From an optimization exercise on the open Yosys and OpenROAD flow, aimed at small area; shortcuts taken in it are not production practice.
At most, simulation tests tie the RTL to the original design; equivalence was not proved.
Only the layout flow was run in runs 1, 6 and 7; the RTL was not checked for function there.
No activity file was given, so power comes from the tool's default toggle rates.

$ cat design/flow/config.mk
export PLATFORM = sky130hd
export DESIGN_NAME = ir_pulse_encoder
export DESIGN_NICKNAME = ir_pulse_encoder
export VERILOG_FILES = /design/flow/design.v
export SDC_FILE = /design/flow/constraint.sdc
export NUM_CORES = 4
export LEC_CHECK = 0
export CAP_MARGIN = 20
export CORE_MARGIN = 2
export CORE_UTILIZATION = 40
export PLACE_DENSITY = 0.6
export SLEW_MARGIN = 20
$ cat design/flow/constraint.sdc
create_clock -name core_clock -period 5.0 [get_ports {clk}]
set_input_delay 1.0000 -clock core_clock [delete_from_list [all_inputs] [get_ports {clk}]]
set_output_delay 1.0000 -clock core_clock [all_outputs]
set_load 0.01 [all_outputs]
$ cat design/flow/design.v
module ir_pulse_encoder (
    input  wire        clk,
    input  wire        rst,           
    input  wire        cmd_valid,
    output wire        cmd_ready,
    input  wire [31:0] cmd_data,
    output wire        rsp_valid,
    output wire [2:0]  rsp_code,
    output wire        pay_req,
    output wire [15:0] pay_addr,
    input  wire        pay_ack,
    input  wire [7:0]  pay_data,
    output wire        drv_valid,
    output wire [31:0] drv_q0,
    output wire [31:0] drv_q1,
    output wire [31:0] drv_q2,
    input  wire        drv_done,
    input  wire        drv_fault
);
    localparam [4:0] S_W0    = 5'd7,
                     S_W2    = 5'd8,
                     S_CHECK = 5'd9,
                     S_PRD   = 5'd10,
                     S_PACK  = 5'd11,
                     S_END   = 5'd12,
                     S_FLT   = 5'd13,
                     S_RING  = 5'd16,
                     S_DRV   = 5'd24;
    localparam [2:0] N_HM = 3'd0, N_HS = 3'd1, N_BM = 3'd2, N_W1 = 3'd3,
                     N_OS = 3'd4, N_ZS = 3'd5, N_GAP = 3'd6;
    reg [4:0]  s;
    reg [2:0]  c;                
    reg        illegal;
    reg        order;
    reg [7:0]  duty;
    reg [31:0] freq;
    reg [31:0] r0, r1, r2, r3, r4, r5, r6;
    reg [15:0] addr;             
    reg [2:0]  bcnt;             
    wire [2:0] idx      = s[2:0];
    wire       in_load  = (s[4:3] == 2'b00) && (idx != 3'd7);
    wire       in_ring  = (s[4:3] == 2'b10);
    wire       in_drv   = (s[4:3] == 2'b11);
    wire       at_slot  = (c == idx);
    wire       at_w1    = (c == N_BM);           
    wire       bytes_done = (addr == r5[15:0]);
    wire       last_iter  = (r5[31:16] == 16'd0);
    assign cmd_ready = (s == S_W0) || (s == S_W2) || (in_load && at_slot);
    wire take = cmd_valid && cmd_ready;
    wire bad_freq = (freq == 32'd0);
    wire bad_duty = (duty > 8'd100);
    wire refuse   = illegal | bad_freq | bad_duty;
    assign rsp_valid = ((s == S_CHECK) && refuse) ||
                       ((s == S_END) && at_w1 && last_iter) || (s == S_FLT);
    assign rsp_code  = (s == S_CHECK) ? (illegal  ? 3'd5 :
                                         bad_freq ? 3'd1 : 3'd2) :
                       (s == S_FLT)   ? 3'd4 : 3'd0;
    assign pay_req  = (s == S_PRD);
    assign pay_addr = addr;
    wire is_bm   = (idx == N_BM);
    wire is_mark = ~idx[0] & ~idx[2];            
    assign drv_valid = in_ring && at_slot && !(is_bm && bytes_done);
    assign drv_q0    = {is_mark, 23'd0, duty & {8{is_mark}}};
    assign drv_q1    = r6;
    assign drv_q2    = freq & {32{is_mark}};
    wire [2:0] bpos    = order ? bcnt : ~bcnt;
    wire       pay_bit = pay_data[bpos];
    wire next_iter = (s == S_END) && at_w1 && !last_iter;
    always @(posedge clk) begin
        r0 <= (in_load && at_slot && cmd_valid) ? cmd_data : r6;
        r1 <= r0;
        r2 <= r1;
        r3 <= r2;
        r4 <= r3;
        r5 <= r4;
        r6 <= {r5[31:16] - {15'd0, next_iter}, r5[15:0]};
    end
    always @(posedge clk) begin
        if (rst) begin
            s <= S_W0;
            c <= 3'd0;
        end else begin
            c <= (c == 3'd6) ? 3'd0 : c + 3'd1;
            case (s)
            S_W0: if (cmd_valid) begin
                illegal <= (cmd_data[31:24] != 8'h01) || (cmd_data[23:9] != 15'd0);
                order   <= cmd_data[8];
                duty    <= cmd_data[7:0];
                s       <= {2'b00, N_W1};
            end
            S_W2: if (cmd_valid) begin
                freq <= cmd_data;
                s    <= {2'b00, N_HM};
            end
            S_CHECK: begin
                addr <= 16'd0;
                bcnt <= 3'd0;
                s    <= refuse ? S_W0 : S_RING + N_HM;
            end
            S_PRD: s <= S_PACK;
            S_PACK: if (pay_ack) s <= pay_bit ? S_RING + N_OS : S_RING + N_ZS;
            S_END: if (at_w1) begin
                addr <= 16'd0;
                bcnt <= 3'd0;
                s    <= last_iter ? S_W0 : S_RING + N_HM;
            end
            S_FLT: s <= S_W0;
            default: begin
                if (in_load) begin
                    if (take) begin
                        case (idx)
                        N_W1:  s <= S_W2;
                        N_HM:  s <= {2'b00, N_HS};
                        N_HS:  s <= {2'b00, N_BM};
                        N_BM:  s <= {2'b00, N_OS};
                        N_OS:  s <= {2'b00, N_ZS};
                        N_ZS:  s <= {2'b00, N_GAP};
                        default: s <= S_CHECK;
                        endcase
                    end
                end else if (in_ring) begin
                    if (at_slot) s <= (is_bm && bytes_done) ? S_RING + N_GAP
                                                            : S_DRV + {2'b00, idx};
                end else if (in_drv) begin
                    if (drv_done) begin
                        if (drv_fault) s <= S_FLT;
                        else case (idx)
                        N_HM:  s <= S_RING + N_HS;
                        N_HS:  s <= S_RING + N_BM;
                        N_BM:  s <= S_PRD;
                        N_GAP: s <= S_END;
                        default: begin   
                            bcnt <= bcnt + 3'd1;
                            if (bcnt == 3'd7) addr <= addr + 16'd1;
                            s <= S_RING + N_BM;
                        end
                        endcase
                    end
                end else begin
                    s <= S_W0;
                end
            end
            endcase
        end
    end
endmodule
$ cat design/flow/flow/run.sh
#!/bin/bash
# Own layout flow: the standard ORFS flow (standard.sh, unchanged
# synthesis, floorplan, power grid, placement and routing) with two knobs:
#  - the port buffers are the smallest buffer, sky130_fd_sc_hd__buf_1;
#  - the clock tree uses clkbuf_8 cells on clusters of flip-flops and no
#    dummy loads.
# The make output goes to standard_flow.log; each ORFS step keeps its own
# log under orfs/logs/.
set -euo pipefail
CTS="-sink_clustering_enable -repair_clock_nets -dont_use_dummy_load"
CTS="$CTS -buf_list sky130_fd_sc_hd__clkbuf_8"
CTS="$CTS -sink_clustering_size 20 -sink_clustering_max_diameter 50"
bash standard.sh "BUFFER_PORTS_ARGS=-buffer_cell sky130_fd_sc_hd__buf_1" \
    "CTS_ARGS=$CTS" finish > standard_flow.log 2>&1
$ cat design/flow/standard.sh
#!/bin/bash
# synth_recipe.tcl (not shown) runs the flow's synth.tcl, then flattens the netlist and writes it again
# the make line also repeats each setting of config.mk as NAME=value (left out here)
make -C /OpenROAD-flow-scripts/flow DESIGN_CONFIG=/design/flow/config.mk WORK_HOME=/design/flow/orfs CLKGATE_MAP_FILE= SYNTH_SCRIPT=/design/flow/synth_recipe.tcl "${@:-finish}"
==> impl_metrics.yaml, run 1 <==
timing:
  finalSetupTns_ps: 0
  finalCriticalPeriod_ps: 3940
  finalSetupViolCount: 0
  max_slew_headroom_pct: 30.1
  final_min_period_over_clock_period_pct: 78.9
  max_freq_mhz: 254
  grt_setup_unrepaired: "no"
  worst_pin_slew_ps: 1050
  hold_violations: 0
  finClkSkew_ps: 86.3
  report.final.slew_viol_count: 0
synthesis:
  synthesis.area_sq_mm: 0.00930
  yosysTopAreaCell: "sky130_fd_sc_hd__dfxtp_1"
  yosys.cell_count.top_type: "sky130_fd_sc_hd__dfxtp_1"
  yosys-top-cells-count: "sky130_fd_sc_hd__dfxtp_1 (232), sky130_fd_sc_hd__edfxtp_1 (61), sky130_fd_sc_hd__nor2_1 (45)"
  syn-mean-instance-area_sq_um: 13.1
  postSynthRegisterBits: 293
  synth-edff-count: 61
  synthArstFlopShare_pct: 0
  synth_warnings: 1
  post_synth_inst_count: 710
  ys_dominant_reg_cell: "sky130_fd_sc_hd__dfxtp_1"
  synth.distinct_cells: 59
  synth.area.top_cells: "sky130_fd_sc_hd__dfxtp_1 (50%), sky130_fd_sc_hd__edfxtp_1 (20%), sky130_fd_sc_hd__mux2_2 (3.9%)"
  synth_sequential_area_ratio_pct: 69.6
  yosys.area.top_type_share_pct: 49.9
finish:
  final_core_util_pct: 45.7
  diodes: 0
  area_taken_by_multi_input_logic_gates_sq_mm: 0.00260
  finalNetCount: 908
  fill_cells: 2101
  sequential_cell_area_sq_mm: 0.00648
  synthToLayoutAreaGrowth_pct: 11.5
  drive_gt1_share_pct: 8.80
critical_path:
  worstSetupEndpointType: "primary output"
  worst_r2r_path_depth: 4
  worst-setup-path-type: "flop to primary output"
  start_kind: "flop"
  worstPathRequired_ps: 4000
  critPathArrivalTime_ps: 2940
  crit_fanout: 43
flow_run:
  cap_violations: 0
cts:
  cts_root_buffer: "sky130_fd_sc_hd__clkbuf_8"
  cts.path.max_buffers: 3
  post_cts_buffers: 0
  cts_tree: "yes"
  htree_num_levels: 1
  ctsHoldBuffers: 0
  cts_sinks: 293
  cts.reportedPaths.clkPinSlew_ps: 100
  insertion_delay_ps: 550
  cts-buffers-inserted: 24
  post_cts.resized_instances: 0
global_route:
  largest_net_degree_at_the_start_of_global_routing: 44
  overflow: 0
  track_usage_pct: 15.3
  global_routing_usage_on_met3_pct: 3.13
  grt.met2_usage_pct: 24.7
  first_pass_grt_wire_length_mm: 28.5
  antenna_violations_before_repair: 0
  grt_pass1_vias: 5268
  grt_most_used_layer: "met2"
  groute.layer.met1.usage_pct: 20.3
die:
  die_h_um: 156
  area_of_the_die_sq_mm: 0.0245
  start_util_pct: 41.0
  ios: 165
  rows: 55
  core-area_sq_mm: 0.0227
  die_width_um: 156
route:
  routedWlPerCell_um: 16.6
  wl_mm: 18.9
  firstDrtPassIters: 4
  route.antenna.remaining_nets: 0
  detailedRoute.firstIterationViolations: 238
  via_count: 5408
  drt-vias-per-instance: 4.76
  drc: 0
pwr:
  power_density_mw_per_mm2: 429
  ir_worst_vdd_uv: 249
  cellLeakagePower_nw: 3.91
placement:
  io_buffer_count: 141
  place.gp.congestion: 0.883
  dp.final_hpwl_mm: 13.8
hold_path:
  hold_critical_path_depth: 0
  min_path_type: "flop to flop"
outcome:
  outcome: "timing/DRC/antenna clean"
==> worst paths after layout <==
check | start | to | slack [ps]
hold reg to reg | r3[4] | r4[4] | 280
setup / recovery | s[2] | drv_valid | 1060
hold / removal | r3[4] | r4[4] | 280
setup reg to reg | s[3] | addr[14] | 2050
==> metal layers <==
metal / vias up / wire, um / part of all wire (%)
li1: 2667 / - / -
met1: 2557 / 8630 / 46
met2: 143 / 8650 / 46
met3: 41 / 905 / 4.8
met4: 0 / 710 / 3.8
met5: - / 0 / 0
==> cell type report <==
class | count | share of cell area, %
multi-input combinational | 378 | 25.1
timing repair buffer | 146 | 5.46
clock buffer | 24 | 3.18
sequential | 293 | 62.4
inverter | 11 | 0.398
tap | 285 | 3.44
==> critical path: stages, from the launching register on <==
cell,delay [ps]
sky130_fd_sc_hd__dfxtp_1,660
sky130_fd_sc_hd__nor2_2,220
sky130_fd_sc_hd__buf_4,350
sky130_fd_sc_hd__nand3_1,120
sky130_fd_sc_hd__nor4_1,660
sky130_fd_sc_hd__a211o_1,240
sky130_fd_sc_hd__nor2_1,40
sky130_fd_sc_hd__buf_1,140
==> where the power goes <==
part / internal (W) / leakage [nW] / total [W] / switching [W]
clock: 0.000429 / 0.173 / 0.00110 / 0.000670
combinational: 0.000246 / 1.31 / 0.000566 / 0.000320
sequential: 0.00262 / 2.43 / 0.00278 / 0.000161
total: 0.00330 / 3.91 / 0.00445 / 0.00115
==> cell families after synthesis <==
kind of cell,Yosys count,synth area share [%]
AO/OA/AOI/OAI,58,4.32
other,1,0.0403
adder cells (fa/ha/maj),8,1.08
buffers and inverters,61,3.56
multiplexers,40,5.00
AND/OR/NAND/NOR,200,11.8
XOR/XNOR,49,4.61
flip-flops,293,69.6
==> flip-flops by register name (all words and copies together), names as in the netlist, 8 cells and up <==
| name | count |
|---|---|
| freq | 32 |
| r1 | 32 |
| r6 | 32 |
| r4 | 32 |
| r3 | 32 |
| r0 | 32 |
| addr | 16 |
| duty | 8 |
| r5 | 32 |
| r2 | 32 |
==> metrics by stage <==
stage | worst slack, ps | hold slack (ps) | area, sq um | total power, W | std cells
floorplan | 697 | 310 | 9380 | 0.00322 | 732
global route | 808 | 273 | 10400 | 0.00466 | 1137
global placement | 1700 | 310 | 10000 | 0.00340 | 1113
detailed placement | 1660 | 312 | 10000 | 0.00340 | 1113
CTS | 1090 | 273 | 10400 | 0.00449 | 1137
finish | 1060 | 277 | 10400 | 0.00445 | 1137
==> cells in the final DEF, fill, tap and decap left out, types with 5 or more instances in the layout <==
cell type / synthesis / final
sky130_fd_sc_hd__xor2_1: 18 / 18
sky130_fd_sc_hd__nor4_1: 17 / 16
sky130_fd_sc_hd__inv_1: 10 / 10
sky130_fd_sc_hd__nor2b_1: 6 / 6
sky130_fd_sc_hd__a211o_1: 6 / 6
sky130_fd_sc_hd__nand3_1: 13 / 13
sky130_fd_sc_hd__buf_4: 24 / 5
sky130_fd_sc_hd__and2_1: 40 / 40
sky130_fd_sc_hd__xnor2_1: 31 / 31
sky130_fd_sc_hd__nand2_1: 20 / 20
sky130_fd_sc_hd__a31oi_1: 5 / 5
sky130_fd_sc_hd__clkbuf_8: 0 / 24
sky130_fd_sc_hd__o21ai_0: 11 / 11
sky130_fd_sc_hd__nor3_1: 18 / 16
sky130_fd_sc_hd__dfxtp_1: 232 / 232
sky130_fd_sc_hd__conb_1: 1 / 23
sky130_fd_sc_hd__ha_1: 8 / 8
sky130_fd_sc_hd__or3_1: 9 / 9
sky130_fd_sc_hd__edfxtp_1: 61 / 61
sky130_fd_sc_hd__mux2_2: 32 / 32
sky130_fd_sc_hd__nor2_1: 45 / 43
sky130_fd_sc_hd__buf_1: 1 / 141
sky130_fd_sc_hd__nand2b_1: 7 / 7
sky130_fd_sc_hd__a21oi_1: 9 / 9
sky130_fd_sc_hd__mux2i_1: 6 / 6
==> inputs of run 2 (changes only) <==
--- a/design/flow/design.v
+++ b/design/flow/design.v
@@ -17,8 +17,7 @@
     input  wire        drv_done,
     input  wire        drv_fault
 );
-    localparam [4:0] S_W0    = 5'd7,
-                     S_W2    = 5'd8,
+    localparam [4:0] S_W0    = 5'd8,
                      S_CHECK = 5'd9,
                      S_PRD   = 5'd10,
                      S_PACK  = 5'd11,
@@ -26,28 +25,28 @@
                      S_FLT   = 5'd13,
                      S_RING  = 5'd16,
                      S_DRV   = 5'd24;
-    localparam [2:0] N_HM = 3'd0, N_HS = 3'd1, N_BM = 3'd2, N_W1 = 3'd3,
-                     N_OS = 3'd4, N_ZS = 3'd5, N_GAP = 3'd6;
+    localparam [2:0] N_HM = 3'd0, N_FREQ = 3'd1, N_BM = 3'd2, N_W1 = 3'd3,
+                     N_HS = 3'd4, N_OS = 3'd5, N_ZS = 3'd6, N_GAP = 3'd7;
     reg [4:0]  s;
     reg [2:0]  c;                
     reg        illegal;
+    reg        freq_zero;
     reg        order;
     reg [7:0]  duty;
-    reg [31:0] freq;
-    reg [31:0] r0, r1, r2, r3, r4, r5, r6;
+    reg [31:0] r0, r1, r2, r3, r4, r5, r6, r7;
     reg [15:0] addr;             
     reg [2:0]  bcnt;             
     wire [2:0] idx      = s[2:0];
-    wire       in_load  = (s[4:3] == 2'b00) && (idx != 3'd7);
+    wire       in_load  = (s[4:3] == 2'b00);
     wire       in_ring  = (s[4:3] == 2'b10);
     wire       in_drv   = (s[4:3] == 2'b11);
     wire       at_slot  = (c == idx);
     wire       at_w1    = (c == N_BM);           
-    wire       bytes_done = (addr == r5[15:0]);
-    wire       last_iter  = (r5[31:16] == 16'd0);
-    assign cmd_ready = (s == S_W0) || (s == S_W2) || (in_load && at_slot);
+    wire       bytes_done = (addr == r6[15:0]);
+    wire       last_iter  = (r6[31:16] == 16'd0);
+    assign cmd_ready = (s == S_W0) || (in_load && at_slot);
     wire take = cmd_valid && cmd_ready;
-    wire bad_freq = (freq == 32'd0);
+    wire bad_freq = freq_zero;
     wire bad_duty = (duty > 8'd100);
     wire refuse   = illegal | bad_freq | bad_duty;
     assign rsp_valid = ((s == S_CHECK) && refuse) ||
@@ -57,40 +56,38 @@
                        (s == S_FLT)   ? 3'd4 : 3'd0;
     assign pay_req  = (s == S_PRD);
     assign pay_addr = addr;
+    wire is_hm   = (idx == N_HM);
     wire is_bm   = (idx == N_BM);
     wire is_mark = ~idx[0] & ~idx[2];            
     assign drv_valid = in_ring && at_slot && !(is_bm && bytes_done);
     assign drv_q0    = {is_mark, 23'd0, duty & {8{is_mark}}};
-    assign drv_q1    = r6;
-    assign drv_q2    = freq & {32{is_mark}};
+    assign drv_q1    = r7;
+    assign drv_q2    = (r6 & {32{is_hm}}) | (r0 & {32{is_bm}});
     wire [2:0] bpos    = order ? bcnt : ~bcnt;
     wire       pay_bit = pay_data[bpos];
     wire next_iter = (s == S_END) && at_w1 && !last_iter;
     always @(posedge clk) begin
-        r0 <= (in_load && at_slot && cmd_valid) ? cmd_data : r6;
+        r0 <= (in_load && at_slot && cmd_valid) ? cmd_data : r7;
         r1 <= r0;
         r2 <= r1;
         r3 <= r2;
         r4 <= r3;
         r5 <= r4;
-        r6 <= {r5[31:16] - {15'd0, next_iter}, r5[15:0]};
+        r6 <= r5;
+        r7 <= {r6[31:16] - {15'd0, next_iter}, r6[15:0]};
     end
     always @(posedge clk) begin
         if (rst) begin
             s <= S_W0;
             c <= 3'd0;
         end else begin
-            c <= (c == 3'd6) ? 3'd0 : c + 3'd1;
+            c <= c + 3'd1;
             case (s)
             S_W0: if (cmd_valid) begin
                 illegal <= (cmd_data[31:24] != 8'h01) || (cmd_data[23:9] != 15'd0);
                 order   <= cmd_data[8];
                 duty    <= cmd_data[7:0];
                 s       <= {2'b00, N_W1};
-            end
-            S_W2: if (cmd_valid) begin
-                freq <= cmd_data;
-                s    <= {2'b00, N_HM};
             end
             S_CHECK: begin
                 addr <= 16'd0;
@@ -109,7 +106,11 @@
                 if (in_load) begin
                     if (take) begin
                         case (idx)
-                        N_W1:  s <= S_W2;
+                        N_W1:  s <= {2'b00, N_FREQ};
+                        N_FREQ: begin
+                            freq_zero <= (cmd_data == 32'd0);
+                            s <= {2'b00, N_HM};
+                        end
                         N_HM:  s <= {2'b00, N_HS};
                         N_HS:  s <= {2'b00, N_BM};
                         N_BM:  s <= {2'b00, N_OS};
==> impl_metrics.yaml, run 2 <==
timing:
  finClkSkew_ps: 48.3
  finalCriticalPeriod_ps: 3480
  report.final.slew_viol_count: 0
  max_freq_mhz: 287
  grt_setup_unrepaired: "no"
  max_slew_headroom_pct: 28.5
  final_min_period_over_clock_period_pct: 69.7
  finalSetupTns_ps: 0
  worst_pin_slew_ps: 1060
  hold_violations: 0
  finalSetupViolCount: 0
synthesis:
  synth_warnings: 1
  synth_sequential_area_ratio_pct: 68.3
  synth-edff-count: 30
  yosys-top-cells-count: "sky130_fd_sc_hd__dfxtp_1 (264), sky130_fd_sc_hd__nor2_1 (76), sky130_fd_sc_hd__mux2i_1 (35)"
  yosys.cell_count.top_type: "sky130_fd_sc_hd__dfxtp_1"
  ys_dominant_reg_cell: "sky130_fd_sc_hd__dfxtp_1"
  synth.area.top_cells: "sky130_fd_sc_hd__dfxtp_1 (58%), sky130_fd_sc_hd__edfxtp_1 (10%), sky130_fd_sc_hd__mux2_2 (4.1%)"
  synth.distinct_cells: 53
  yosys.area.top_type_share_pct: 58.4
  synthArstFlopShare_pct: 0
  yosysTopAreaCell: "sky130_fd_sc_hd__dfxtp_1"
  postSynthRegisterBits: 294
  post_synth_inst_count: 719
  synthesis.area_sq_mm: 0.00905
  syn-mean-instance-area_sq_um: 12.6
route:
  wl_mm: 18.5
  route.antenna.remaining_nets: 0
  drt-vias-per-instance: 4.68
  firstDrtPassIters: 5
  drc: 0
  routedWlPerCell_um: 16.1
  via_count: 5392
  detailedRoute.firstIterationViolations: 270
placement:
  dpl-instance-area_sq_mm: 0.00981
  place.gp.congestion: 0.869
  io_buffer_count: 141
  dp.final_hpwl_mm: 13.4
pwr:
  p_int_w: 0.00410
  power_density_mw_per_mm2: 580
  pwr-share-clk_pct: 18.2
  power.share.switching_pct: 30.2
  comb_power_share_pct: 20.2
  p_switching_w: 0.00177
  ir_worst_vdd_uv: 277
  cellLeakagePower_nw: 3.94
  pwr-share-seq_pct: 61.5
finish:
  finalNetCount: 921
  final_core_util_pct: 45.1
  final_common_cell: "sky130_fd_sc_hd__dfxtp_1"
  diodes: 0
  final_design_area_no_fill_sq_mm: 0.0101
  fill_cells: 2109
  synthToLayoutAreaGrowth_pct: 11.8
  most-common-layout-cells: "sky130_fd_sc_hd__dfxtp_1 (263), sky130_fd_sc_hd__buf_1 (141), sky130_fd_sc_hd__nor2_1 (76), sky130_fd_sc_hd__mux2i_1 (35), sky130_fd_sc_hd__mux2_2 (33)"
  drive_gt1_share_pct: 8.08
cts:
  cts.reportedPaths.clkPinSlew_ps: 110
  cts_tree: "yes"
  insertion_delay_ps: 540
  post_cts_buffers: 0
  cts_root_buffer: "sky130_fd_sc_hd__clkbuf_8"
  post_cts.resized_instances: 0
  cts_sinks: 294
  cts.path.max_buffers: 3
  cts-buffers-inserted: 23
  ctsHoldBuffers: 0
  htree_num_levels: 1
global_route:
  antenna_violations_before_repair: 0
  largest_net_degree_at_the_start_of_global_routing: 37
  overflow: 0
  first_pass_grt_wire_length_mm: 28.4
  grt_pass1_vias: 5208
  track_usage_pct: 15.3
flow_run:
  cap_violations: 0
die:
  die_width_um: 154
  die_h_um: 154
  ios: 165
  start_util_pct: 40.4
  rows: 55
  core-area_sq_mm: 0.0224
  area_of_the_die_sq_mm: 0.0239
critical_path:
  worst_r2r_path_depth: 8
  worstSetupEndpointType: "primary output"
  start_kind: "flop"
  critPathArrivalTime_ps: 2480
  worstPathRequired_ps: 4000
  crit_fanout: 29
  worst-setup-path-type: "flop to primary output"
hold_path:
  min_path_type: "flop to flop"
  hold_critical_path_depth: 0
outcome:
  outcome: "timing/DRC/antenna clean"
-- run 2: cell count changes in the layout (fill, tap and decap cells not counted), sizes merged, moves of 5 or more --
cell,change
and2,-31
dfxtp,+32
xnor2,-12
xor2,+11
edfxtp,-31
mux2i,+29
nor2,+31
a211o,-5
or3,-6
-- run 2: power groups by stage --
stage | combinational [W] | sequential (W) | clock [W]
2_1_floorplan | 0.000865 | 0.00351 | 0
3_3_place_gp | 0.00119 | 0.00366 | 0
3_5_place_dp | 0.00120 | 0.00367 | 0
4_1_cts | 0.00120 | 0.00363 | 0.00112
5_1_grt | 0.00132 | 0.00371 | 0.00121
6_report | 0.00119 | 0.00361 | 0.00107
-- run 2: critical path, cell delays in order, from the launching register on --
cell	delay, ps
sky130_fd_sc_hd__dfxtp_2	940
sky130_fd_sc_hd__xnor2_1	190
sky130_fd_sc_hd__nand3_1	150
sky130_fd_sc_hd__or3_1	380
sky130_fd_sc_hd__o21ai_0	100
sky130_fd_sc_hd__buf_1	210
-- run 2: layer usage --
layer	up-vias	share of wire (%)	global-route usage, %
met3	26	6.8	3.87
met5	-	0	0
li1	2676	-	-
met2	174	43	23.1
met1	2516	48	21.8
met4	0	2.2	3.97
-- run 2: per-stage QoR --
stage | hold slack (ps) | instances | setup WS, ps | power (W)
CTS | 286 | 1151 | 1460 | 0.00595
finish | 284 | 1151 | 1520 | 0.00588
global route | 286 | 1151 | 1330 | 0.00624
global placement | 310 | 1128 | 1850 | 0.00485
floorplan | 310 | 741 | 1980 | 0.00438
detailed placement | 312 | 1128 | 1760 | 0.00487
-- run 2: final timing paths --
kind | from | to | slack (ps)
setup / recovery | s[1] | cmd_ready | 1520
hold / removal | r5[12] | r6[12] | 280
setup reg to reg | s[3] | addr[14] | 1850
hold reg to reg | r5[12] | r6[12] | 280
-- run 2: cell families (layout without fill, tap and decap cells) --
| group | Yosys count | after routing | share of synthesized area, % |
|---|---|---|---|
| DFF | 294 | 294 | 68.3 |
| and+or+nand+nor | 193 | 193 | 10.9 |
| muxes | 68 | 68 | 7.97 |
| buffers and inverters | 58 | 183 | 3.43 |
| AOI/OAI and AO/OA | 50 | 50 | 3.72 |
| xor gates and xnor gates | 48 | 48 | 4.64 |
| adders and majority gates | 7 | 7 | 0.967 |
| other | 1 | 23 | 0.0414 |
-- run 2: cell type report --
cell class                 instances  area, sq um  share of cell area, %
clock buffer                      23          317                   3.13
inverter                          14         52.6                  0.519
multi-input combinational        389         2640                   26.1
sequential                       294         6190                   61.1
tap                              285          357                   3.52
timing repair buffer             146          567                   5.60
==> inputs of run 3 (changes only) <==
--- a/design/flow/config.mk
+++ b/design/flow/config.mk
@@ -5,6 +5,7 @@
 export SDC_FILE = /design/flow/constraint.sdc
 export NUM_CORES = 4
 export LEC_CHECK = 0
+export ABC_AREA = 1
 export CAP_MARGIN = 20
 export CORE_MARGIN = 2
 export CORE_UTILIZATION = 40
==> impl_metrics.yaml, run 3 <==
route:
  route.antenna.remaining_nets: 0
  detailedRoute.firstIterationViolations: 372
  via_count: 6474
  routedWlPerCell_um: 15.0
  wl_mm: 21.6
  firstDrtPassIters: 5
  drt-vias-per-instance: 4.51
  drc: 0
timing:
  finClkSkew_ps: 57.4
  grt_setup_unrepaired: "no"
  finalSetupViolCount: 0
  hold_violations: 0
  max_freq_mhz: 282
  max_slew_headroom_pct: 27.7
  finalSetupTns_ps: 0
  final_min_period_over_clock_period_pct: 70.9
  postLayoutSetupSlackWorst_ps: 1460
  worst_pin_slew_ps: 1080
  report.final.slew_viol_count: 0
  finalCriticalPeriod_ps: 3540
critical_path:
  critical_path.slowest_cell: "sky130_fd_sc_hd__dfxtp_1"
  worst-setup-path-type: "flop to primary output"
  worst_path_largest_cell_delay_ps: 540
  start_kind: "flop"
  critical_path.cell_chain: "clkinv_2 > nand2_4 > nor2_8 > nand2_1 > nor2_1 > nand3_1 > nor2_1 > nor2_1 > nand3_1 > inv_1 > buf_1"
  worstSetupEndpointType: "primary output"
  crit_fanout: 35
  reg2reg_setup_slack_ps: 2180
  critPathArrivalTime_ps: 2540
  worstReg2RegEnd: "r7[31]"
  cpMostUsedCell: "sky130_fd_sc_hd__nor2_1"
  worstPathRequired_ps: 4000
  worst_r2r_path_depth: 12
  r2r-start: "s[3]"
synthesis:
  synth.distinct_cells: 44
  syn-mean-instance-area_sq_um: 9.75
  post_synth_inst_count: 969
  synth.area.top_cells: "sky130_fd_sc_hd__dfxtp_1 (56%), sky130_fd_sc_hd__edfxtp_1 (9.5%), sky130_fd_sc_hd__nand2_1 (9.5%)"
  ys_dominant_reg_cell: "sky130_fd_sc_hd__dfxtp_1"
  synthArstFlopShare_pct: 0
  synth_warnings: 1
  synth-edff-count: 30
  yosys.area.top_type_share_pct: 55.9
  yosys.cell_count.top_type: "sky130_fd_sc_hd__dfxtp_1"
  yosysTopAreaCell: "sky130_fd_sc_hd__dfxtp_1"
  yosys-top-cells-count: "sky130_fd_sc_hd__dfxtp_1 (264), sky130_fd_sc_hd__nand2_1 (240), sky130_fd_sc_hd__inv_1 (103)"
  synth_sequential_area_ratio_pct: 65.5
  synthesis.area_sq_mm: 0.00945
  postSynthRegisterBits: 294
pwr:
  ir_worst_vdd_uv: 289
  power_w: 0.00617
  power_density_mw_per_mm2: 585
  cellLeakagePower_nw: 4.50
global_route:
  overflow: 0
  antenna_violations_before_repair: 0
  track_usage_pct: 17.3
  first_pass_grt_wire_length_mm: 33.2
  grt_pass1_vias: 6173
  largest_net_degree_at_the_start_of_global_routing: 42
hold_path:
  timing.hold.worst.start: "r0[11]"
  worstHoldEndpoint: "r1[11]"
  hold_critical_path_depth: 0
  min_path_type: "flop to flop"
placement:
  dpl_worst_slack_ps: 2000
  io_buffer_count: 141
  dp.final_hpwl_mm: 16.2
  place.gp.congestion: 0.846
cts:
  cts.reportedPaths.clkPinSlew_ps: 100
  post_cts_buffers: 0
  insertion_delay_ps: 550
  cts_sinks: 294
  cts.path.max_buffers: 3
  cts-buffers-inserted: 25
  cts_root_buffer: "sky130_fd_sc_hd__clkbuf_8"
  htree_num_levels: 1
  post_cts.resized_instances: 0
  cts_tree: "yes"
  ctsHoldBuffers: 0
die:
  ios: 165
  die_width_um: 158
  core-area_sq_mm: 0.0233
  start_util_pct: 40.5
  area_of_the_die_sq_mm: 0.0249
  die_h_um: 158
  rows: 56
finish:
  most-common-layout-cells: "sky130_fd_sc_hd__dfxtp_1 (264), sky130_fd_sc_hd__nand2_1 (240), sky130_fd_sc_hd__buf_1 (141), sky130_fd_sc_hd__inv_1 (103), sky130_fd_sc_hd__nor2_1 (59)"
  drive_gt1_share_pct: 6.35
  final_common_cell: "sky130_fd_sc_hd__dfxtp_1"
  synthToLayoutAreaGrowth_pct: 11.7
  fill_cells: 2267
  finalNetCount: 1173
  diodes: 0
flow_run:
  cap_violations: 0
outcome:
  outcome: "timing/DRC/antenna clean"
==> run 3: changes by cell type after synthesis, sizes merged, moves of 24 or more <==
cell   change
nand2    +229
inv       +94
o21ai     +41
mux2i     -35
mux2      -33
nand3     +24
==> run 3: cells by family (layout without fill, tap and decap cells) <==
| family | count (synthesis) | in the layout | synth area share [%] |
|---|---|---|---|
| xor+xnor | 25 | 25 | 2.40 |
| compound gates | 83 | 83 | 4.62 |
| other cells | 1 | 23 | 0.0397 |
| buf+inv | 152 | 279 | 7.28 |
| flops | 294 | 294 | 65.5 |
| fa+ha+maj | 7 | 7 | 0.927 |
| simple gates | 407 | 407 | 19.3 |
==> run 3: critical path: cells and delay by family, from the launching register on <==
kind | cells | cell delay, ps
buffers and inverters | 3 | 430
flip-flops | 1 | 540
AND/OR/NAND/NOR | 8 | 1060
==> run 3: routing by layer <==
metal | routed length [um] | global-route usage (%) | vias to the layer above
li1 | - | - | 3280
met1 | 10200 | 23.9 | 2969
met2 | 9660 | 27.5 | 175
met3 | 1130 | 2.82 | 50
met5 | 0 | 0 | -
met4 | 659 | 6.36 | 0
==> run 3: worst max path at each step <==
stage / slack (ps) / endpoint / cells after the start / startpoint
after floorplan: 2080 / addr[0] / 4 / rst
after global placement: 2040 / drv_valid / 11 / s[2]
after detailed placement: 2000 / drv_valid / 11 / s[2]
after CTS: 1430 / drv_valid / 11 / s[2]
after global routing: 1160 / drv_valid / 11 / s[2]
final: 1460 / drv_valid / 11 / s[2]
==> run 3: metrics by stage <==
stage,hold slack [ps],instances,area [sq um],utilization (%)
after global routing,266,1437,10600,45.2
after detailed placement,312,1412,10200,43.8
after CTS,285,1437,10600,45.2
after floorplan,310,991,9530,-
after global placement,309,1412,10200,43.8
final,281,1437,10600,45.2
==> run 3: layout make-up <==
type                       instances  area (sq um)  share of cell area, %
clock buffer                      25           344                   3.26
tap                              319           399                   3.78
multi-input combinational        545          2660                   25.2
inverter                         110           414                   3.92
sequential                       294          6190                   58.6
timing repair buffer             144           552                   5.23
==> run 3: report_power, final <==
| part | switching [W] | internal [W] | total, W | leakage [nW] |
|---|---|---|---|---|
| Combinational | 0.000978 | 0.000433 | 0.00141 | 1.88 |
| Sequential | 0.000381 | 0.00325 | 0.00363 | 2.45 |
| Clock | 0.000681 | 0.000447 | 0.00113 | 0.180 |
| Total | 0.00204 | 0.00413 | 0.00617 | 4.50 |
==> inputs of run 4 (changes only) <==
==> design/flow/flow/run.sh (replaced) <==
#!/bin/bash
# Own layout flow: the standard ORFS flow (standard.sh: unchanged
# synthesis, floorplan, power grid, placement and routing) with these knobs:
#  - the port buffers are the smallest buffer, sky130_fd_sc_hd__buf_1;
#  - constant outputs share one tie cell (no tie fanout repair);
#  - the clock tree uses one clock buffer type on clusters of flip-flops and
#    no dummy loads;
#  - after global routing, cells on paths with slack are sized down
#    (RECOVER_POWER).
# The make output goes to standard_flow.log; each ORFS step keeps its own
# log under orfs/logs/.
set -euo pipefail
CTS="-sink_clustering_enable -repair_clock_nets -dont_use_dummy_load"
CTS="$CTS -buf_list sky130_fd_sc_hd__clkbuf_8"
CTS="$CTS -sink_clustering_size 20 -sink_clustering_max_diameter 50"
bash standard.sh "BUFFER_PORTS_ARGS=-buffer_cell sky130_fd_sc_hd__buf_1" \
    "SKIP_REPAIR_TIE_FANOUT=1" "RECOVER_POWER=100" \
    "CTS_ARGS=$CTS" finish > standard_flow.log 2>&1
--- a/design/flow/config.mk
+++ b/design/flow/config.mk
@@ -5,7 +5,6 @@
 export SDC_FILE = /design/flow/constraint.sdc
 export NUM_CORES = 4
 export LEC_CHECK = 0
-export ABC_AREA = 1
 export CAP_MARGIN = 20
 export CORE_MARGIN = 2
 export CORE_UTILIZATION = 40
==> impl_metrics.yaml, run 4 <==
synthesis:
  synth.distinct_cells: 53
  yosysTopAreaCell: "sky130_fd_sc_hd__dfxtp_1"
  synth.area.top_cells: "sky130_fd_sc_hd__dfxtp_1 (58%), sky130_fd_sc_hd__edfxtp_1 (10%), sky130_fd_sc_hd__mux2_2 (4.1%)"
  synthArstFlopShare_pct: 0
  yosys-top-cells-count: "sky130_fd_sc_hd__dfxtp_1 (264), sky130_fd_sc_hd__nor2_1 (76), sky130_fd_sc_hd__mux2i_1 (35)"
  ys_dominant_reg_cell: "sky130_fd_sc_hd__dfxtp_1"
  postSynthRegisterBits: 294
  synth_warnings: 1
  syn-mean-instance-area_sq_um: 12.6
  yosys.area.top_type_share_pct: 58.4
  yosys.cell_count.top_type: "sky130_fd_sc_hd__dfxtp_1"
  synthesis.area_sq_mm: 0.00905
  synth-edff-count: 30
  post_synth_inst_count: 719
  synth_sequential_area_ratio_pct: 68.3
timing:
  finClkSkew_ps: 74.4
  finalSetupTns_ps: 0
  finalSetupViolCount: 0
  worst_pin_slew_ps: 1720
  hold_violations: 0
  max_slew_headroom_pct: -14.7
  max_freq_mhz: 242
  report.final.slew_viol_count: 33
  finalCriticalPeriod_ps: 4130
  grt_setup_unrepaired: "no"
  whs_ps: 263
  final_min_period_over_clock_period_pct: 82.6
cts:
  cts_tree: "yes"
  insertion_delay_ps: 560
  cts_sinks: 294
  ctsHoldBuffers: 0
  post_cts_buffers: 0
  htree_num_levels: 1
  cts_root_buffer: "sky130_fd_sc_hd__clkbuf_8"
  cts.reportedPaths.clkPinSlew_ps: 80
  post_cts.resized_instances: 0
  cts.path.max_buffers: 3
  cts-buffers-inserted: 26
outcome:
  outcome: "finished with violations"
  so_faults: "max-capacitance violations, max-slew violations"
route:
  drc: 0
  drt-vias-per-instance: 4.78
  routedWlPerCell_um: 16.6
  wl_mm: 18.8
  firstDrtPassIters: 4
  detailedRoute.firstIterationViolations: 304
  via_count: 5408
  route.antenna.remaining_nets: 0
placement:
  dp.final_hpwl_mm: 13.3
  io_buffer_count: 141
  place.gp.congestion: 0.884
critical_path:
  r2r-start: "s[1]"
  crit_family: "flip-flops"
  crit_fanout: 28
  worst_r2r_path_depth: 8
  worst_path_largest_cell_delay_ps: 1220
  critical_path.n_buffers_inverters: 2
  reg2reg_setup_slack_ps: 1030
  critPathArrivalTime_ps: 3130
  critical_path.cell_chain: "clkbuf_2 > mux2i_1 > nor2_1 > buf_1"
  worstSetupEndpointType: "primary output"
  critical_path.slowest_cell: "sky130_fd_sc_hd__dfxtp_1"
  worst-setup-path-type: "flop to primary output"
  worstReg2RegEnd: "addr[4]"
  worstPathRequired_ps: 4000
  start_kind: "flop"
pwr:
  ir_worst_vdd_uv: 319
  cellLeakagePower_nw: 3.87
  power_w: 0.00595
  power_density_mw_per_mm2: 592
die:
  die_h_um: 154
  area_of_the_die_sq_mm: 0.0239
  ios: 165
  start_util_pct: 40.4
  die_width_um: 154
  rows: 55
  core-area_sq_mm: 0.0224
finish:
  finalNetCount: 902
  diodes: 0
  most-common-layout-cells: "sky130_fd_sc_hd__dfxtp_1 (264), sky130_fd_sc_hd__buf_1 (139), sky130_fd_sc_hd__nor2_1 (76), sky130_fd_sc_hd__mux2i_1 (35), sky130_fd_sc_hd__edfxtp_1 (30)"
  fill_cells: 2134
  final_common_cell: "sky130_fd_sc_hd__dfxtp_1"
  drive_gt1_share_pct: 6.97
  sequential_cell_area_sq_mm: 0.00619
  synthToLayoutAreaGrowth_pct: 11.0
  area_taken_by_multi_input_logic_gates_sq_mm: 0.00254
global_route:
  grt_pass1_vias: 5323
  antenna_violations_before_repair: 2
  overflow: 0
  first_pass_grt_wire_length_mm: 29.1
  track_usage_pct: 15.7
  largest_net_degree_at_the_start_of_global_routing: 37
hold_path:
  min_path_type: "flop to flop"
  worstHoldEndpoint: "r3[30]"
  hold_critical_path_depth: 0
  timing.hold.worst.start: "r2[30]"
flow_run:
  cap_violations: 1
run 4: worst max-delay path by stage:
stage                    from    endpoint  slack [ps]  cells after the start
global route             s[1]  drv_q2[18]         690                      4
finish                   s[1]  drv_q2[16]         870                      4
CTS                    r6[17]   rsp_valid        1450                      5
global placement         s[3]     addr[9]        1950                      8
floorplan           drv_fault     addr[0]        1980                      5
detailed placement       s[3]     addr[8]        1770                      8
run 4: where the power goes:
group / internal (W) / switching (W)
logic: 0.000491 / 0.000711
registers: 0.00319 / 0.000406
clock network: 0.000462 / 0.000685
run 4: final cells by class:
class / instances / share of cell area (%)
clock buffer: 26 / 3.56
inverter: 14 / 0.523
multi-input combinational: 367 / 25.3
sequential: 294 / 61.6
tap: 285 / 3.55
timing repair buffer: 146 / 5.50
run 4: cell families (layout without fill, tap and decap cells):
| logic type | Yosys count | count (layout) | synth area share (%) |
|---|---|---|---|
| compound gates | 50 | 50 | 3.72 |
| xor+xnor | 48 | 48 | 4.64 |
| fa+ha+maj | 7 | 7 | 0.967 |
| buf+inv | 58 | 186 | 3.43 |
| flops | 294 | 294 | 68.3 |
| mux | 68 | 68 | 7.97 |
| other cells | 1 | 1 | 0.0414 |
| simple gates | 193 | 193 | 10.9 |
run 4: metal layers:
| metal | up-vias | part of all wire [%] | track usage [%] |
|---|---|---|---|
| met1 | 2534 | 47 | 21.5 |
| li1 | 2663 | - | - |
| met2 | 176 | 43 | 24.3 |
| met3 | 31 | 7.4 | 4.68 |
| met4 | 4 | 2.0 | 4.06 |
| met5 | - | 0.15 | 0 |
run 4: through the flow:
stage | setup WS [ps] | utilization, % | cells | instance area, sq um
finish | 872 | 44.8 | 1132 | 10000
detailed placement | 1770 | 43.3 | 1106 | 9720
CTS | 1450 | 44.9 | 1132 | 10100
global placement | 1950 | 43.3 | 1106 | 9720
floorplan | 1980 | - | 719 | 9050
global route | 692 | 44.8 | 1132 | 10000
==> inputs of run 5 (changes only) <==
--- a/design/flow/flow/run.sh
+++ b/design/flow/flow/run.sh
@@ -11,8 +11,8 @@
 # log under orfs/logs/.
 set -euo pipefail
 CTS="-sink_clustering_enable -repair_clock_nets -dont_use_dummy_load"
-CTS="$CTS -buf_list sky130_fd_sc_hd__clkbuf_8"
-CTS="$CTS -sink_clustering_size 20 -sink_clustering_max_diameter 50"
+CTS="$CTS -buf_list sky130_fd_sc_hd__clkbuf_16"
+CTS="$CTS -sink_clustering_size 40 -sink_clustering_max_diameter 80"
 bash standard.sh "BUFFER_PORTS_ARGS=-buffer_cell sky130_fd_sc_hd__buf_1" \
     "SKIP_REPAIR_TIE_FANOUT=1" "RECOVER_POWER=100" \
     "CTS_ARGS=$CTS" finish > standard_flow.log 2>&1
==> impl_metrics.yaml, run 5 <==
outcome:
  outcome: "finished with violations"
  so_faults: "max-capacitance violations, max-slew violations"
cts:
  cts-buffers-inserted: 13
  post_cts.resized_instances: 0
  cts_sinks: 294
  cts_tree: "yes"
  htree_num_levels: 1
  cts_root_buffer: "sky130_fd_sc_hd__clkbuf_16"
  ctsHoldBuffers: 0
  post_cts_buffers: 0
  insertion_delay_ps: 490
  cts.reportedPaths.clkPinSlew_ps: 120
  cts.path.max_buffers: 3
die:
  ios: 165
  area_of_the_die_sq_mm: 0.0239
  rows: 55
  die_h_um: 154
  core-area_sq_mm: 0.0224
  start_util_pct: 40.4
  die_width_um: 154
synthesis:
  postSynthRegisterBits: 294
  synth_sequential_area_ratio_pct: 68.3
  post_synth_inst_count: 719
  yosys.cell_count.top_type: "sky130_fd_sc_hd__dfxtp_1"
  yosys.area.top_type_share_pct: 58.4
  synth.distinct_cells: 53
  syn-mean-instance-area_sq_um: 12.6
  synthesis.area_sq_mm: 0.00905
  synth_warnings: 1
  synth.area.top_cells: "sky130_fd_sc_hd__dfxtp_1 (58%), sky130_fd_sc_hd__edfxtp_1 (10%), sky130_fd_sc_hd__mux2_2 (4.1%)"
  synth-edff-count: 30
  synthArstFlopShare_pct: 0
  yosysTopAreaCell: "sky130_fd_sc_hd__dfxtp_1"
  ys_dominant_reg_cell: "sky130_fd_sc_hd__dfxtp_1"
  yosys-top-cells-count: "sky130_fd_sc_hd__dfxtp_1 (264), sky130_fd_sc_hd__nor2_1 (76), sky130_fd_sc_hd__mux2i_1 (35)"
finish:
  final_core_util_pct: 44.6
  synthToLayoutAreaGrowth_pct: 10.4
  final_common_cell: "sky130_fd_sc_hd__dfxtp_1"
  fill_cells: 2139
  drive_gt1_share_pct: 5.40
  most-common-layout-cells: "sky130_fd_sc_hd__dfxtp_1 (263), sky130_fd_sc_hd__buf_1 (139), sky130_fd_sc_hd__nor2_1 (76), sky130_fd_sc_hd__mux2i_1 (35), sky130_fd_sc_hd__edfxtp_1 (30)"
  final_design_area_no_fill_sq_mm: 0.0100
  final_cell_count_no_fill: 1119
  finalNetCount: 889
  diodes: 0
global_route:
  largest_net_degree_at_the_start_of_global_routing: 41
  antenna_violations_before_repair: 2
  grt_pass1_vias: 5186
  first_pass_grt_wire_length_mm: 28.6
  overflow: 0
  track_usage_pct: 15.4
critical_path:
  start_kind: "flop"
  crit_fanout: 21
  r2r-start: "s[3]"
  worstPathRequired_ps: 5060
  critical_path.cell_chain: "nor2b_1 > nand2_1 > a21oi_1 > clkbuf_1 > a31oi_1 > a2111oi_0 > clkbuf_1 > o21a_1"
  critical_path.slowest_cell: "sky130_fd_sc_hd__clkbuf_1"
  crit_family: "compound AO/OA/AOI/OAI gates"
  worstSetupEndpointType: "flop"
  worst_path_largest_cell_delay_ps: 760
  critPathArrivalTime_ps: 3960
  cpMostUsedCell: "sky130_fd_sc_hd__clkbuf_1"
  worstReg2RegEnd: "addr[3]"
  worst_r2r_path_depth: 8
  worst-setup-path-type: "flop to flop"
  reg2reg_setup_slack_ps: 1110
  critical_path.n_buffers_inverters: 2
placement:
  dp.final_hpwl_mm: 13.3
  place_inst: 1106
  io_buffer_count: 141
  place.gp.congestion: 0.884
  dpl-instance-area_sq_mm: 0.00972
pwr:
  cellLeakagePower_nw: 3.84
  ir_worst_vdd_uv: 339
  power_w: 0.00591
  power_density_mw_per_mm2: 591
hold_path:
  hold_critical_path_depth: 0
  worstHoldEndpoint: "r6[15]"
  min_path_type: "flop to flop"
  timing.hold.worst.start: "r5[15]"
timing:
  report.final.slew_viol_count: 33
  finalSetupTns_ps: 0
  finalCriticalPeriod_ps: 3890
  max_slew_headroom_pct: -14.2
  grt_setup_unrepaired: "no"
  finClkSkew_ps: 61.4
  final_min_period_over_clock_period_pct: 77.9
  finalSetupViolCount: 0
  max_freq_mhz: 257
  worst_pin_slew_ps: 1710
  hold_violations: 0
route:
  wl_mm: 18.5
  drt-vias-per-instance: 4.77
  route.antenna.remaining_nets: 0
  routedWlPerCell_um: 16.6
  detailedRoute.firstIterationViolations: 305
  firstDrtPassIters: 4
  drc: 0
  via_count: 5335
flow_run:
  cap_violations: 1
## run 5: routing by layer
layer  track usage [%]  vias to the layer above  wire, um  share of wire [%]
met2              23.9                      153      8000                 43
met3              4.23                       28      1420                7.6
li1                  -                     2644         -                  -
met1              21.5                     2506      8820                 48
met4              3.48                        4       275                1.5
met5                 0                        -        28               0.15
## run 5: area by class of cell
class / count / area, sq um / area share (%)
clock buffers: 13 / 325 / 3.25
inverters: 14 / 52.6 / 0.526
multi-input cells: 367 / 2520 / 25.2
flip-flops and latches: 294 / 6190 / 61.9
well taps: 285 / 357 / 3.57
repair buffers: 146 / 556 / 5.56
## run 5: cell families after synthesis
logic type,after synthesis,synth area share (%)
AOI/OAI and AO/OA,50,3.72
xor gates and xnor gates,48,4.64
adders and majority gates,7,0.967
buffers and inverters,58,3.43
DFF,294,68.3
muxes,68,7.97
other,1,0.0414
and+or+nand+nor,193,10.9
## run 5: metrics by stage
step           setup WS, ps  hold slack, ps
3_3_place_gp           1950             310
2_1_floorplan          1980             310
5_1_grt                 780             307
3_5_place_dp           1770             312
4_1_cts                1490             305
6_report               1110             304
## run 5: worst max-delay path by stage
| stage | start | to | cells past startpoint | slack (ps) |
|---|---|---|---|---|
| after global placement | s[3] | addr[9] | 8 | 1950 |
| after CTS | addr[6] | drv_valid | 6 | 1490 |
| after floorplan | drv_fault | addr[0] | 5 | 1980 |
| after detailed placement | s[3] | addr[8] | 8 | 1770 |
| after global routing | s[3] | addr[2] | 8 | 780 |
| final | s[3] | addr[3] | 8 | 1110 |
## run 5: worst reg2reg max path, stage by stage, from the launching register on
cell and delay [ps]:
sky130_fd_sc_hd__dfxtp_1 600, sky130_fd_sc_hd__nor2b_1 400, sky130_fd_sc_hd__nand2_1 150, sky130_fd_sc_hd__a21oi_1 140, sky130_fd_sc_hd__clkbuf_1 770, sky130_fd_sc_hd__a31oi_1 70, sky130_fd_sc_hd__a2111oi_0 490, sky130_fd_sc_hd__clkbuf_1 250
sky130_fd_sc_hd__o21a_1 610
## run 5: power by group
part	leakage, nW	total, W	switching [W]	internal, W
registers	2.43	0.00359	0.000401	0.00319
logic	1.25	0.00118	0.000706	0.000472
clock network	0.160	0.00114	0.000667	0.000472
==> inputs of run 6 (changes only) <==
--- a/design/flow/design.v
+++ b/design/flow/design.v
@@ -36,6 +36,8 @@
     reg [31:0] r0, r1, r2, r3, r4, r5, r6, r7;
     reg [15:0] addr;             
     reg [2:0]  bcnt;             
+    wire       pos_clr;          
+    wire       pos_inc;          
     wire [2:0] idx      = s[2:0];
     wire       in_load  = (s[4:3] == 2'b00);
     wire       in_ring  = (s[4:3] == 2'b10);
@@ -66,6 +68,11 @@
     wire [2:0] bpos    = order ? bcnt : ~bcnt;
     wire       pay_bit = pay_data[bpos];
     wire next_iter = (s == S_END) && at_w1 && !last_iter;
+    assign pos_clr = (s == S_CHECK) || ((s == S_END) && at_w1);
+    assign pos_inc = in_drv && drv_done && !drv_fault && (idx == N_OS || idx == N_ZS);
+    always @(posedge clk) begin
+        {addr, bcnt} <= pos_clr ? 19'd0 : {addr, bcnt} + {18'd0, pos_inc};
+    end
     always @(posedge clk) begin
         r0 <= (in_load && at_slot && cmd_valid) ? cmd_data : r7;
         r1 <= r0;
@@ -89,18 +96,10 @@
                 duty    <= cmd_data[7:0];
                 s       <= {2'b00, N_W1};
             end
-            S_CHECK: begin
-                addr <= 16'd0;
-                bcnt <= 3'd0;
-                s    <= refuse ? S_W0 : S_RING + N_HM;
-            end
+            S_CHECK: s <= refuse ? S_W0 : S_RING + N_HM;
             S_PRD: s <= S_PACK;
             S_PACK: if (pay_ack) s <= pay_bit ? S_RING + N_OS : S_RING + N_ZS;
-            S_END: if (at_w1) begin
-                addr <= 16'd0;
-                bcnt <= 3'd0;
-                s    <= last_iter ? S_W0 : S_RING + N_HM;
-            end
+            S_END: if (at_w1) s <= last_iter ? S_W0 : S_RING + N_HM;
             S_FLT: s <= S_W0;
             default: begin
                 if (in_load) begin
@@ -130,11 +129,7 @@
                         N_HS:  s <= S_RING + N_BM;
                         N_BM:  s <= S_PRD;
                         N_GAP: s <= S_END;
-                        default: begin   
-                            bcnt <= bcnt + 3'd1;
-                            if (bcnt == 3'd7) addr <= addr + 16'd1;
-                            s <= S_RING + N_BM;
-                        end
+                        default: s <= S_RING + N_BM;   
                         endcase
                     end
                 end else begin
==> design/flow/flow/run.sh (replaced) <==
#!/bin/bash
# Own layout flow: the standard ORFS flow (standard.sh: unchanged
# synthesis, floorplan, power grid, placement and routing) with these knobs:
#  - the port buffers are the smallest buffer, sky130_fd_sc_hd__buf_1;
#  - constant outputs share one tie cell (no tie fanout repair);
#  - the clock tree uses one clock buffer type on clusters of flip-flops and
#    no dummy loads;
# The make output goes to standard_flow.log; each ORFS step keeps its own
# log under orfs/logs/.
set -euo pipefail
CTS="-sink_clustering_enable -repair_clock_nets -dont_use_dummy_load"
CTS="$CTS -buf_list sky130_fd_sc_hd__clkbuf_8"
CTS="$CTS -sink_clustering_size 20 -sink_clustering_max_diameter 50"
bash standard.sh "BUFFER_PORTS_ARGS=-buffer_cell sky130_fd_sc_hd__buf_1" \
    "SKIP_REPAIR_TIE_FANOUT=1" \
    "CTS_ARGS=$CTS" finish > standard_flow.log 2>&1
==> impl_metrics.yaml, run 6 <==
pwr:
  ir_worst_vdd_uv: 278
  power_density_mw_per_mm2: 604
  cellLeakagePower_nw: 3.88
timing:
  finClkSkew_ps: 110
  hold_violations: 0
  max_slew_headroom_pct: 30.2
  finalSetupTns_ps: 0
  finalCriticalPeriod_ps: 4090
  grt_setup_unrepaired: "no"
  report.final.slew_viol_count: 0
  worst_pin_slew_ps: 1050
  max_freq_mhz: 244
  final_min_period_over_clock_period_pct: 81.8
  finalSetupViolCount: 0
  whs_ps: 270
critical_path:
  start_kind: "flop"
  worst-setup-path-type: "flop to primary output"
  critPathArrivalTime_ps: 3090
  r2r-start: "s[3]"
  worst_path_largest_cell_delay_ps: 730
  critical_path.n_buffers_inverters: 2
  worstPathRequired_ps: 4000
  crit_fanout: 20
  crit_family: "simple AND/OR/NAND/NOR gates"
  worstSetupStartpoint: "s[2]"
  critical_path.cell_chain: "or2_1 > clkinv_2 > nand4_4 > nor4_4 > nand3b_1 > nand2_1 > nor2_1 > buf_1"
  critical_path.slowest_cell: "sky130_fd_sc_hd__dfxtp_1"
  worstSetupEndpointType: "primary output"
global_route:
  track_usage_pct: 15.6
  antenna_violations_before_repair: 0
  largest_net_degree_at_the_start_of_global_routing: 26
  overflow: 0
  first_pass_grt_wire_length_mm: 28.9
  grt_pass1_vias: 5231
placement:
  io_buffer_count: 141
  place.gp.congestion: 0.828
  dp.final_hpwl_mm: 13.4
synthesis:
  post_synth_inst_count: 738
  ys_dominant_reg_cell: "sky130_fd_sc_hd__dfxtp_1"
  synth_sequential_area_ratio_pct: 66.6
  synth_warnings: 1
  synth.distinct_cells: 61
  synth-edff-count: 11
  yosys.area.top_type_share_pct: 63.0
  syn-mean-instance-area_sq_um: 12.2
  yosysTopAreaCell: "sky130_fd_sc_hd__dfxtp_1"
  synthArstFlopShare_pct: 0
  yosys.cell_count.top_type: "sky130_fd_sc_hd__dfxtp_1"
  synth.area.top_cells: "sky130_fd_sc_hd__dfxtp_1 (63%), sky130_fd_sc_hd__mux2_1 (4.1%), sky130_fd_sc_hd__mux2i_1 (4.1%)"
  synthesis.area_sq_mm: 0.00900
  postSynthRegisterBits: 294
  yosys-top-cells-count: "sky130_fd_sc_hd__dfxtp_1 (283), sky130_fd_sc_hd__nor2_1 (76), sky130_fd_sc_hd__mux2i_1 (37)"
route:
  drc: 0
  wl_mm: 18.6
  drt-vias-per-instance: 4.73
  route.antenna.remaining_nets: 0
  detailedRoute.firstIterationViolations: 289
  firstDrtPassIters: 5
  routedWlPerCell_um: 16.3
  via_count: 5385
finish:
  sequential_cell_area_sq_mm: 0.00600
  drive_gt1_share_pct: 5.83
  finalNetCount: 912
  diodes: 0
  fill_cells: 2061
  most-common-layout-cells: "sky130_fd_sc_hd__dfxtp_1 (282), sky130_fd_sc_hd__buf_1 (141), sky130_fd_sc_hd__nor2_1 (76), sky130_fd_sc_hd__mux2i_1 (37), sky130_fd_sc_hd__nand2_1 (35)"
  final_core_util_pct: 45.4
  final_common_cell: "sky130_fd_sc_hd__dfxtp_1"
  area_taken_by_multi_input_logic_gates_sq_mm: 0.00264
  synthToLayoutAreaGrowth_pct: 10.7
cts:
  post_cts_buffers: 0
  cts.reportedPaths.clkPinSlew_ps: 110
  cts-buffers-inserted: 26
  ctsHoldBuffers: 0
  post_cts.resized_instances: 0
  cts_root_buffer: "sky130_fd_sc_hd__clkbuf_8"
  cts_tree: "yes"
  htree_num_levels: 1
  insertion_delay_ps: 580
  cts_sinks: 294
  cts.path.max_buffers: 3
hold_path:
  min_path_type: "flop to flop"
  timing.hold.worst.start: "r3[6]"
die:
  rows: 54
  die_width_um: 154
  start_util_pct: 41.0
  area_of_the_die_sq_mm: 0.0237
  ios: 165
  die_h_um: 154
  core-area_sq_mm: 0.0220
flow_run:
  cap_violations: 0
outcome:
  outcome: "timing/DRC/antenna clean"
## run 6: changes by cell type after synthesis, sizes merged, moves of 5 or more
cell,change
edfxtp,-19
dfxtp,+19
xnor2,+5
nand2,+15
a21oi,+5
buf,+12
xor2,-7
## run 6: cell type report
cell class | instances | share of cell area, %
Sequential cell | 294 | 60.2
Multi-Input combinational cell | 379 | 26.5
Timing Repair Buffer | 147 | 5.76
Clock buffer | 26 | 3.59
Tap cell | 280 | 3.52
Inverter | 12 | 0.465
## run 6: stage by stage
step,total power [W],instance area (sq um),setup WS (ps),instances
3_3_place_gp,0.00492,9610,1550,1112
4_1_cts,0.00610,9970,882,1138
5_1_grt,0.00640,9970,675,1138
6_report,0.00602,9970,910,1138
3_5_place_dp,0.00494,9610,1450,1112
2_1_floorplan,0.00443,9000,2300,738
## run 6: cells by family (layout without fill, tap and decap cells)
family,after synthesis,in the layout,synth area share (%)
muxes,72,72,8.50
DFF,294,294,66.6
adders and majority gates,6,6,0.834
other,1,1,0.0417
AOI/OAI and AO/OA,53,53,3.94
buffers and inverters,65,185,4.20
xor gates and xnor gates,46,46,4.48
and+or+nand+nor,201,201,11.4
## run 6: where the power goes
group	total [W]	internal, W	switching (W)	leakage [nW]
combinational	0.00127	0.000495	0.000776	1.27
clock	0.00115	0.000462	0.000686	0.187
sequential	0.00360	0.00319	0.000418	2.42
## run 6: final timing paths
path / slack [ps] / endpoint / depth (start not counted)
worst max-delay path: 910 / drv_valid / 8
worst max register to register: 1650 / r7[31] / 9
worst min register to register: 270 / r4[6] / 0
worst min-delay path: 270 / r4[6] / 0
## run 6: routing by layer
layer	up-vias	global-route usage, %	wire (um)
li1	2675	-	-
met2	129	24.6	8300
met4	0	4.49	433
met3	34	4.26	1150
met1	2547	21.0	8720
met5	-	0	0
## run 6: worst reg2reg max path, cell delays in order, from the launching register on
cell                       delay (ps)
sky130_fd_sc_hd__dfxtp_1          790
sky130_fd_sc_hd__nand2b_1         260
sky130_fd_sc_hd__or2_2            410
sky130_fd_sc_hd__nor3_1           370
sky130_fd_sc_hd__ha_1             250
sky130_fd_sc_hd__nor3b_2          250
sky130_fd_sc_hd__nand2_1          140
sky130_fd_sc_hd__or3_1            420
sky130_fd_sc_hd__nor4_1           250
sky130_fd_sc_hd__xor2_1           210
==> inputs of run 7 (changes only) <==
--- a/design/flow/flow/run.sh
+++ b/design/flow/flow/run.sh
@@ -9,8 +9,8 @@
 # log under orfs/logs/.
 set -euo pipefail
 CTS="-sink_clustering_enable -repair_clock_nets -dont_use_dummy_load"
-CTS="$CTS -buf_list sky130_fd_sc_hd__clkbuf_8"
-CTS="$CTS -sink_clustering_size 20 -sink_clustering_max_diameter 50"
+CTS="$CTS -buf_list sky130_fd_sc_hd__clkbuf_16"
+CTS="$CTS -sink_clustering_size 30 -sink_clustering_max_diameter 60"
 bash standard.sh "BUFFER_PORTS_ARGS=-buffer_cell sky130_fd_sc_hd__buf_1" \
     "SKIP_REPAIR_TIE_FANOUT=1" \
     "CTS_ARGS=$CTS" finish > standard_flow.log 2>&1
==> impl_metrics.yaml, run 7 <==
critical_path:
  r2r-start: "s[3]"
  crit_fanout: 20
  start_kind: "flop"
  worst-setup-path-type: "flop to primary output"
  worstPathRequired_ps: 4000
  critPathArrivalTime_ps: 3060
  worstSetupEndpointType: "primary output"
  worstSetupStartpoint: "s[2]"
die:
  area_of_the_die_sq_mm: 0.0237
  start_util_pct: 41.0
  core-area_sq_mm: 0.0220
  rows: 54
  die_h_um: 154
  die_width_um: 154
  ios: 165
global_route:
  largest_net_degree_at_the_start_of_global_routing: 31
  first_pass_grt_wire_length_mm: 28.7
  grt_pass1_vias: 5150
  antenna_violations_before_repair: 0
  track_usage_pct: 15.4
  overflow: 0
cts:
  htree_num_levels: 1
  cts_tree: "yes"
  cts.path.max_buffers: 3
  post_cts.resized_instances: 0
  cts.reportedPaths.clkPinSlew_ps: 90
  cts_sinks: 294
  insertion_delay_ps: 510
  ctsHoldBuffers: 0
  cts_root_buffer: "sky130_fd_sc_hd__clkbuf_16"
  cts-buffers-inserted: 18
  post_cts_buffers: 0
placement:
  dpl-instance-area_sq_mm: 0.00961
  io_buffer_count: 141
  dp.final_hpwl_mm: 13.4
  dpl_worst_slack_ps: 1450
  place.gp.congestion: 0.828
route:
  detailedRoute.firstIterationViolations: 286
  wl_mm: 18.4
  via_count: 5345
  drc: 0
  firstDrtPassIters: 5
  routedWlPerCell_um: 16.3
  route.antenna.remaining_nets: 0
  drt-vias-per-instance: 4.73
flow_run:
  cap_violations: 0
finish:
  sequential_cell_area_sq_mm: 0.00600
  final_design_area_no_fill_sq_mm: 0.0101
  final_common_cell: "sky130_fd_sc_hd__dfxtp_1"
  most-common-layout-cells: "sky130_fd_sc_hd__dfxtp_1 (282), sky130_fd_sc_hd__buf_1 (141), sky130_fd_sc_hd__nor2_1 (76), sky130_fd_sc_hd__mux2i_1 (37), sky130_fd_sc_hd__nand2_1 (35)"
  area_taken_by_multi_input_logic_gates_sq_mm: 0.00264
  drive_gt1_share_pct: 4.94
  finalNetCount: 904
  diodes: 0
  synthToLayoutAreaGrowth_pct: 11.8
  fill_cells: 2048
pwr:
  ir_worst_vdd_uv: 351
  power_density_mw_per_mm2: 617
  cellLeakagePower_nw: 3.91
  power_w: 0.00621
timing:
  grt_setup_unrepaired: "no"
  max_freq_mhz: 247
  final_min_period_over_clock_period_pct: 81.1
  postLayoutSetupSlackWorst_ps: 943
  max_slew_headroom_pct: 29.5
  finalSetupViolCount: 0
  finClkSkew_ps: 57.1
  worst_pin_slew_ps: 1060
  finalCriticalPeriod_ps: 4060
  finalSetupTns_ps: 0
  hold_violations: 0
  report.final.slew_viol_count: 0
synthesis:
  synth.area.top_cells: "sky130_fd_sc_hd__dfxtp_1 (63%), sky130_fd_sc_hd__mux2_1 (4.1%), sky130_fd_sc_hd__mux2i_1 (4.1%)"
  synth.distinct_cells: 61
  synth_sequential_area_ratio_pct: 66.6
  yosys.area.top_type_share_pct: 63.0
  post_synth_inst_count: 738
  syn-mean-instance-area_sq_um: 12.2
  yosysTopAreaCell: "sky130_fd_sc_hd__dfxtp_1"
  synthArstFlopShare_pct: 0
  postSynthRegisterBits: 294
  synthesis.area_sq_mm: 0.00900
  synth-edff-count: 11
  synth_warnings: 1
  yosys-top-cells-count: "sky130_fd_sc_hd__dfxtp_1 (283), sky130_fd_sc_hd__nor2_1 (76), sky130_fd_sc_hd__mux2i_1 (37)"
  yosys.cell_count.top_type: "sky130_fd_sc_hd__dfxtp_1"
  ys_dominant_reg_cell: "sky130_fd_sc_hd__dfxtp_1"
outcome:
  outcome: "timing/DRC/antenna clean"
hold_path:
  timing.hold.worst.start: "r5[10]"
  min_path_type: "flop to flop"
[run 7: worst max-delay path, cell delays in order, from the launching register on]
cell and delay [ps]:
sky130_fd_sc_hd__dfxtp_1 720, sky130_fd_sc_hd__or2_1 680, sky130_fd_sc_hd__clkinv_2 370, sky130_fd_sc_hd__nand4_4 190
sky130_fd_sc_hd__nor4_4 50, sky130_fd_sc_hd__nand3b_1 140, sky130_fd_sc_hd__nand2_1 90, sky130_fd_sc_hd__nor2_1 160
sky130_fd_sc_hd__buf_1 170
[run 7: where the power goes]
group | internal, W | switching [W]
Sequential | 0.00319 | 0.000417
Combinational | 0.000495 | 0.000777
Clock | 0.000641 | 0.000693
[run 7: cell families after synthesis]
group                      after synthesis  share of synthesized area (%)
AOI/OAI and AO/OA                       53                           3.94
and+or+nand+nor                        201                           11.4
other                                    1                         0.0417
DFF                                    294                           66.6
adders and majority gates                6                          0.834
muxes                                   72                           8.50
buffers and inverters                   65                           4.20
xor gates and xnor gates                46                           4.48
[run 7: per-stage QoR]
stage / util (%) / cells / hold slack (ps)
3_5_place_dp: 43.8 / 1112 / 312
2_1_floorplan: - / 738 / 310
3_3_place_gp: 43.8 / 1112 / 310
5_1_grt: 45.8 / 1130 / 302
6_report: 45.8 / 1130 / 296
4_1_cts: 45.8 / 1130 / 298
[run 7: final cells by class]
cell class | count | share of cell area (%)
repair buffers | 147 | 5.71
clock buffers | 18 | 4.48
multi-input cells | 379 | 26.2
flip-flops and latches | 294 | 59.6
well taps | 280 | 3.48
inverters | 12 | 0.460
[run 7: per-layer routing]
layer	GRT usage, %	wire length [um]	vias to the layer above
met3	3.80	1040	30
met5	0	0	-
li1	-	-	2666
met4	4.72	487	0
met1	21.1	8700	2515
met2	24.3	8150	134
[run 7: worst paths after layout]
check | cells after the start | slack, ps | to
min | 0 | 300 | r6[10]
min reg2reg | 0 | 300 | r6[10]
max reg2reg | 9 | 1680 | r7[31]
max | 8 | 940 | drv_valid

[port drivers added, routing unchanged]
Ports are ideal in the flow. The routed layouts listed here were re-timed in OpenROAD. Step 1 assumes that a clkbuf_16 drives the clock port and a buf_2 every other input. Step 2 adds t to the input delays and takes it off the output delays; t is the mean of the earliest and latest rising clock arrival at the registers after step 1. Input paths then give back, and output paths get back, about the clock's delay inside the block. a / b / c = no drivers / after step 1 / after step 2; a / b = the first two.
run	shift t [ns]	setup slack, ns	worst setup path after step 2	latest minus earliest clock arrival (ns)	slew at the worst register clock pin (ns)
run 1	0.549	1.057 / 1.017 / 1.566	register to output	0.087 / 0.086	0.11 / 0.11
run 2	0.552	1.516 / 1.477 / 1.764	input to register	0.048 / 0.048	0.11 / 0.11
run 3	0.564	1.457 / 1.416 / 1.980	register to output	0.065 / 0.066	0.11 / 0.11
run 4	0.566	0.872 / 0.831 / 1.028	register to register	0.075 / 0.074	0.11 / 0.11
run 5	0.508	1.107 / 1.107 / 1.107	register to register	0.069 / 0.069	0.13 / 0.13
run 6	0.565	0.910 / 0.868 / 1.433	register to output	0.110 / 0.110	0.11 / 0.11
run 7	0.526	0.943 / 0.897 / 1.422	register to output	0.058 / 0.057	0.10 / 0.10
